This is an optimization exercise on Yosys and OpenROAD, whose aim is small area, a short achievable clock period and few clock cycles per item, not a production implementation. Only simulation tests tie the RTL to the original design; equivalence was not proved.

==> build 61: inputs <==
==> flow/design.v (excerpt) <==
module slrb_rx (
    input             clk,
    input             rst,
    input             cfg_valid,
    input      [14:0] cfg_word,
    input      [7:0]  cfg_ikey,
    input      [7:0]  cfg_ckey,
    input      [3:0]  cfg_init_sn,
    input      [31:0] cfg_init_hfn,
    output     [1:0]  life,
    input             pdu_valid,
    output            pdu_ready,
    input      [31:0] pdu_sdu_id,
    input      [3:0]  pdu_sn,
    input      [3:0]  pdu_len,
    input      [63:0] pdu_payload,
    input             pdu_corrupted,
    input      [31:0] pdu_count_in,
    input      [1:0]  pdu_verified_in,
    output            rsp_valid,
    output reg        rsp_accept,
    output reg [1:0]  rsp_verified,
    output reg [3:0]  rsp_status,
    output reg [31:0] rsp_count,
    output reg [4:0]  rsp_ndrain,
    output reg        dlv_valid,
    output reg [31:0] dlv_sdu_id,
    output reg [31:0] dlv_count,
    output reg [3:0]  dlv_len,
    output reg [63:0] dlv_body,
    output reg [15:0] st_delivered,
    output reg [15:0] st_integ,
    output reg [15:0] st_dup,
    output     [4:0]  st_buffered
);
export LEC_CHECK = 0
export CAP_MARGIN = 20
export CORE_MARGIN = 2
export CORE_UTILIZATION = 65
export CTS_CLUSTER_DIAMETER = 70
export CTS_CLUSTER_SIZE = 28
export SLEW_MARGIN = 20
create_clock -name core_clock -period 22.0 [get_ports {clk}]
run.sh (not shown) runs the stock make flow with config.mk's settings and CLKGATE_MAP_FILE= SYNTH_SCRIPT=/design/flow/synth_recipe.tcl, a recipe that flattens the netlist after the stock synthesis.
==> trial 88: changes against build 61 <==
--- a/flow/design.v
+++ b/flow/design.v
@@ -53,21 +53,33 @@
     reg [1:0] c_s;        
     reg [7:0] c_ikey;
     reg [7:0] c_kb;       
     reg [5:0] c_bsum;     
     reg [4:0] c_bxor;     
     assign life = life_r;
     wire [4:0]  cfg_snbits   = cfg_word[12:8];
-    wire [3:0]  cfg_max_sn   = (4'd1 << cfg_snbits[2:0]) - 4'd1;
-    wire [31:0] cfg_hfn_mask = 32'hFFFFFFFF >> cfg_snbits[2:0];
+    reg  [3:0]  cfg_max_sn;
+    reg         cfg_hfn_ok;
+    reg  [31:0] cfg_hs;        
+    always @(*) begin
+        case (cfg_snbits[1:0])
+            2'd1: begin cfg_max_sn = 4'd1; cfg_hfn_ok = (cfg_init_hfn[31]    == 1'b0);
+                        cfg_hs = {cfg_init_hfn[30:0], 1'b0}; end
+            2'd2: begin cfg_max_sn = 4'd3; cfg_hfn_ok = (cfg_init_hfn[31:30] == 2'd0);
+                        cfg_hs = {cfg_init_hfn[29:0], 2'b0}; end
+            2'd3: begin cfg_max_sn = 4'd7; cfg_hfn_ok = (cfg_init_hfn[31:29] == 3'd0);
+                        cfg_hs = {cfg_init_hfn[28:0], 3'b0}; end
+            default: begin cfg_max_sn = 4'd15; cfg_hfn_ok = (cfg_init_hfn[31:28] == 4'd0);
+                        cfg_hs = {cfg_init_hfn[27:0], 4'b0}; end
+        endcase
+    end
     wire cfg_ok = (!cfg_word[6] || cfg_word[13]) &&
                   (!cfg_word[7] || cfg_word[14]) &&
                   (cfg_snbits >= 5'd1) && (cfg_snbits <= 5'd4) &&
-                  (cfg_init_sn <= cfg_max_sn) &&
-                  ((cfg_init_hfn & ~cfg_hfn_mask) == 32'd0);
+                  (cfg_init_sn <= cfg_max_sn) && cfg_hfn_ok;
     wire cfg_take = cfg_valid && (life_r == 2'd0);
     reg [3:0]  max_sn;
     reg [3:0]  win;
     reg [4:0]  one_s;     
     always @(*) begin
         case (c_s)
             2'd0: begin max_sn = 4'd1;  win = 4'd1; one_s = 5'd2;  end
@@ -138,32 +150,27 @@
     wire [7:0] f_kb = c_kb + f_in[7:0];
     wire [7:0] f_bs = f_in[31:24] + f_in[23:16] + f_in[15:8] + f_in[7:0] + {2'b00, c_bsum};
     wire [7:0] f_bx = f_in[31:24] ^ f_in[23:16] ^ f_in[15:8] ^ f_in[7:0] ^ {3'b000, c_bxor};
     wire [3:0] ne_m1 = (ne_sn - 4'd1) & max_sn;
     wire [3:0] ne_p1 = (ne_sn + 4'd1) & max_sn;
     wire [3:0] ne_p2 = (ne_sn + 4'd2) & max_sn;
     wire       inc_a = (ne_sn == 4'd0) && ld_valid;    
-    function [1:0] rclass;
-        input [3:0] sn;
+    function [8:0] rlims;
         input [3:0] rf;
         input [3:0] w;
-        input       hz;
-        reg         lt;
-        reg  [3:0]  d;
-        reg         gt;
         begin
-            lt = sn < rf;
-            d  = lt ? (rf - sn) : (sn - rf);
-            gt = d > w;
-            rclass = {lt && gt, !lt && gt && !hz};
+            rlims = {(rf > w) ? (rf - w) : 4'd0, {1'b0, rf} + {1'b0, w} + 5'd1};
         end
     endfunction
     wire       hz_e = inc_d ? hs_p1_zero : hs_zero;
-    wire [1:0] cl_n = rclass(pdu_sn, ld_valid ? ne_m1 : ne_sn, win, hz_e);
-    wire [1:0] cl_a = rclass(pdu_sn, ne_sn, win, inc_a ? hs_p1_zero : hz_e);
+    wire [8:0] lim_n = rlims(ld_valid ? ne_m1 : ne_sn, win);
+    wire [8:0] lim_a = rlims(ne_sn, win);
+    wire [1:0] cl_n = {pdu_sn < lim_n[8:5], ({1'b0, pdu_sn} >= lim_n[4:0]) && !hz_e};
+    wire [1:0] cl_a = {pdu_sn < lim_a[8:5],
+                       ({1'b0, pdu_sn} >= lim_a[4:0]) && !(inc_a ? hs_p1_zero : hz_e)};
     wire [7:0] kb_A = inc_d ? kb_z : kb_m;
     wire [7:0] kb_B = inc_d ? kb_p : kb_z;
     wire [7:0] kb_C = inc_d ? fq_kb : kb_p;
     wire [7:0] bs_A = inc_d ? bs_z : bs_m;
     wire [7:0] bs_B = inc_d ? bs_p : bs_z;
     wire [7:0] bs_C = inc_d ? fq_bs : bs_p;
     wire [7:0] bx_A = inc_d ? bx_z : bx_m;
@@ -253,14 +260,16 @@
     wire accept     = acc_pre && (!c_ien || sum_ok);
     wire dlv_now    = p_valid && accept && p_ino;
     wire store_now  = p_valid && accept && !p_ino;
     wire adv     = dlv_now || dr;
     wire hfn_inc = adv && (ne_sn == 4'd0) && ld_valid;
     wire nm_adv  = (c_s != 2'd0) && rb_valid[ne_p2];
     wire nm_stay = rb_valid[ne_p1] || (store_now && p_sn == ne_p1);
+    wire [4:0] nbuf_p1 = nbuf ^ {&nbuf[3:0], &nbuf[2:0], &nbuf[1:0], nbuf[0], 1'b1};
+    wire [4:0] nbuf_m1 = nbuf ^ {~|nbuf[3:0], ~|nbuf[2:0], ~|nbuf[1:0], ~nbuf[0], 1'b1};
     wire [1:0]  d_off = rb_off[ne_sn];
     reg  [31:0] d_hs;
     always @(*) begin
         case (d_off)
             2'd0:    d_hs = hs;
             2'd1:    d_hs = hs_p1;
             2'd2:    d_hs = hs_m2;
@@ -378,15 +387,15 @@
                     c_s      <= cfg_snbits[1:0] - 2'd1;
                     c_ikey   <= cfg_ikey;
                     c_kb     <= cfg_ckey + {cfg_word[4:0], 3'b000} + {cfg_word[5], 6'd0};
                     c_bsum   <= {1'b0, cfg_word[4:0]} + {5'd0, cfg_word[5]};
                     c_bxor   <= cfg_word[4:0] ^ {4'd0, cfg_word[5]};
                     ne_sn    <= cfg_init_sn;
                     ld_valid <= 1'b0;
-                    hs       <= cfg_init_hfn << cfg_snbits[2:0];
+                    hs       <= cfg_hs;
                     ini      <= 2'd3;
                 end
             end else if (ini != 2'd0) begin
                 ini <= ini - 2'd1;
             end
             p_valid   <= take;
             dlv_valid <= adv;
@@ -395,17 +404,17 @@
             dr        <= dr ? nm_r : (dlv_now && nm_r);
             nm_r      <= adv ? nm_adv : nm_stay;
             if (store_now)
                 rb_valid[p_sn] <= 1'b1;
             if (dr)
                 rb_valid[ne_sn] <= 1'b0;
             if (store_now && !rb_valid[p_sn])
-                nbuf <= nbuf + 5'd1;
+                nbuf <= nbuf_p1;
             else if (dr)
-                nbuf <= nbuf - 5'd1;
+                nbuf <= nbuf_m1;
             if (p_valid && accept)
                 rc_wp <= rc_wp + 4'd1;
             if (adv) begin
                 ld_valid     <= 1'b1;
                 ne_sn        <= ne_p1;
                 st_delivered <= st_delivered + 16'd1;
             end
==> flow/flow/run.sh (new file) <==
#!/bin/bash
set -euo pipefail
cd "$(dirname "$0")/.."
export SETUP_SLACK_MARGIN=15.5
bash standard.sh > flow_standard.log 2>&1
==> flow/standard.sh (new file) <==
#!/bin/bash
# synth_recipe.tcl (not shown) runs the flow's synth.tcl, then flattens the netlist and writes it again
# the make line also repeats each setting of config.mk as NAME=value (left out here)
make -C /OpenROAD-flow-scripts/flow DESIGN_CONFIG=/design/flow/config.mk WORK_HOME=/design/flow/orfs CLKGATE_MAP_FILE= SYNTH_SCRIPT=/design/flow/synth_recipe.tcl "${@:-finish}"
removed: flow/run.sh
==> build 37: changes against build 61 <==
==> flow/flow/run.sh (new file) <==
#!/bin/bash
set -euo pipefail
cd "$(dirname "$0")/.."
export SETUP_SLACK_MARGIN=15
bash standard.sh > flow_standard.log 2>&1
==> flow/standard.sh (new file) <==
#!/bin/bash
# synth_recipe.tcl (not shown) runs the flow's synth.tcl, then flattens the netlist and writes it again
# the make line also repeats each setting of config.mk as NAME=value (left out here)
make -C /OpenROAD-flow-scripts/flow DESIGN_CONFIG=/design/flow/config.mk WORK_HOME=/design/flow/orfs CLKGATE_MAP_FILE= SYNTH_SCRIPT=/design/flow/synth_recipe.tcl "${@:-finish}"
removed: flow/run.sh
==> results.ini <==
[outcome]
status=finished clean

[yosys]
syn_avg_cell_area_um2=13.9
synth_top_area_share_pct=50.8

[power_and_ir_drop]
p_clk_share_pct=23.9

[placement]
place.gp.congestion=1.03

[sta]
worst_slew_pin_slew_ns=1.34

[finish]
finalNonFillerCells=10592

That was trial 88.
==> results.ini <==
[outcome]
status=finished clean

[power_and_ir_drop]
p_clk_share_pct=23.7

[finish]
finalNonFillerCells=10562

[yosys]
syn_avg_cell_area_um2=13.8
synth_top_area_share_pct=50.8

[placement]
place.gp.congestion=1.06
hpwl_mm=220

[sta]
worst_slew_pin_slew_ns=1.31

That was build 37.
==> results.ini <==
[yosys]
synth_top_area_share_pct=50.8
syn_avg_cell_area_um2=13.8

[placement]
place.gp.congestion=1.02

[finish]
finalNonFillerCells=10424

[outcome]
status=finished clean

That was build 61.
Testbench counts of build 61, summed over its fixed seeds: cycles 4,372, items 3,583.
Testbench counts of trial 88, summed over its fixed seeds: cycles 4,372, items 3,583.
Testbench counts of build 37, summed over its fixed seeds: cycles 4,372, items 3,583.

static timing again, ports no longer ideal:
In the flow no input, the clock included, has a driving cell. The finished layouts below were timed again as built, in two steps. Step 1, drivers: a clkbuf_16 drives clk and a buf_2 each remaining input, both assumed. Step 2 times the ports against the registers' clock, not the clock port: input delays grow and output delays shrink by t, the midpoint of the rising clock arrivals with the driver on. Three values: ideal ports, drivers, drivers and shift; two values: the first two.
| run | shift t [ns] | slack for setup (ns) | latest minus earliest clock arrival (ns) | worst register clock-pin slew, ns | worst data-port slew with drivers (ns) |
|---|---|---|---|---|---|
| build 61 | 0.915 | 11.801 / 11.870 / 10.956 | 0.043 / 0.043 | 0.11 / 0.11 | 0.09 |
| trial 88 | 0.950 | 15.010 / 15.010 / 14.300 | 0.111 / 0.110 | 0.12 / 0.12 | 0.08 |
| build 37 | 0.920 | 14.390 / 14.418 / 13.498 | 0.063 / 0.063 | 0.11 / 0.11 | 0.11 |
After both steps setup and hold are still met in every run listed. For build 37, which loses most, drivers alone change the setup slack by +0.028 ns; drivers and shift together by -0.892 ns.
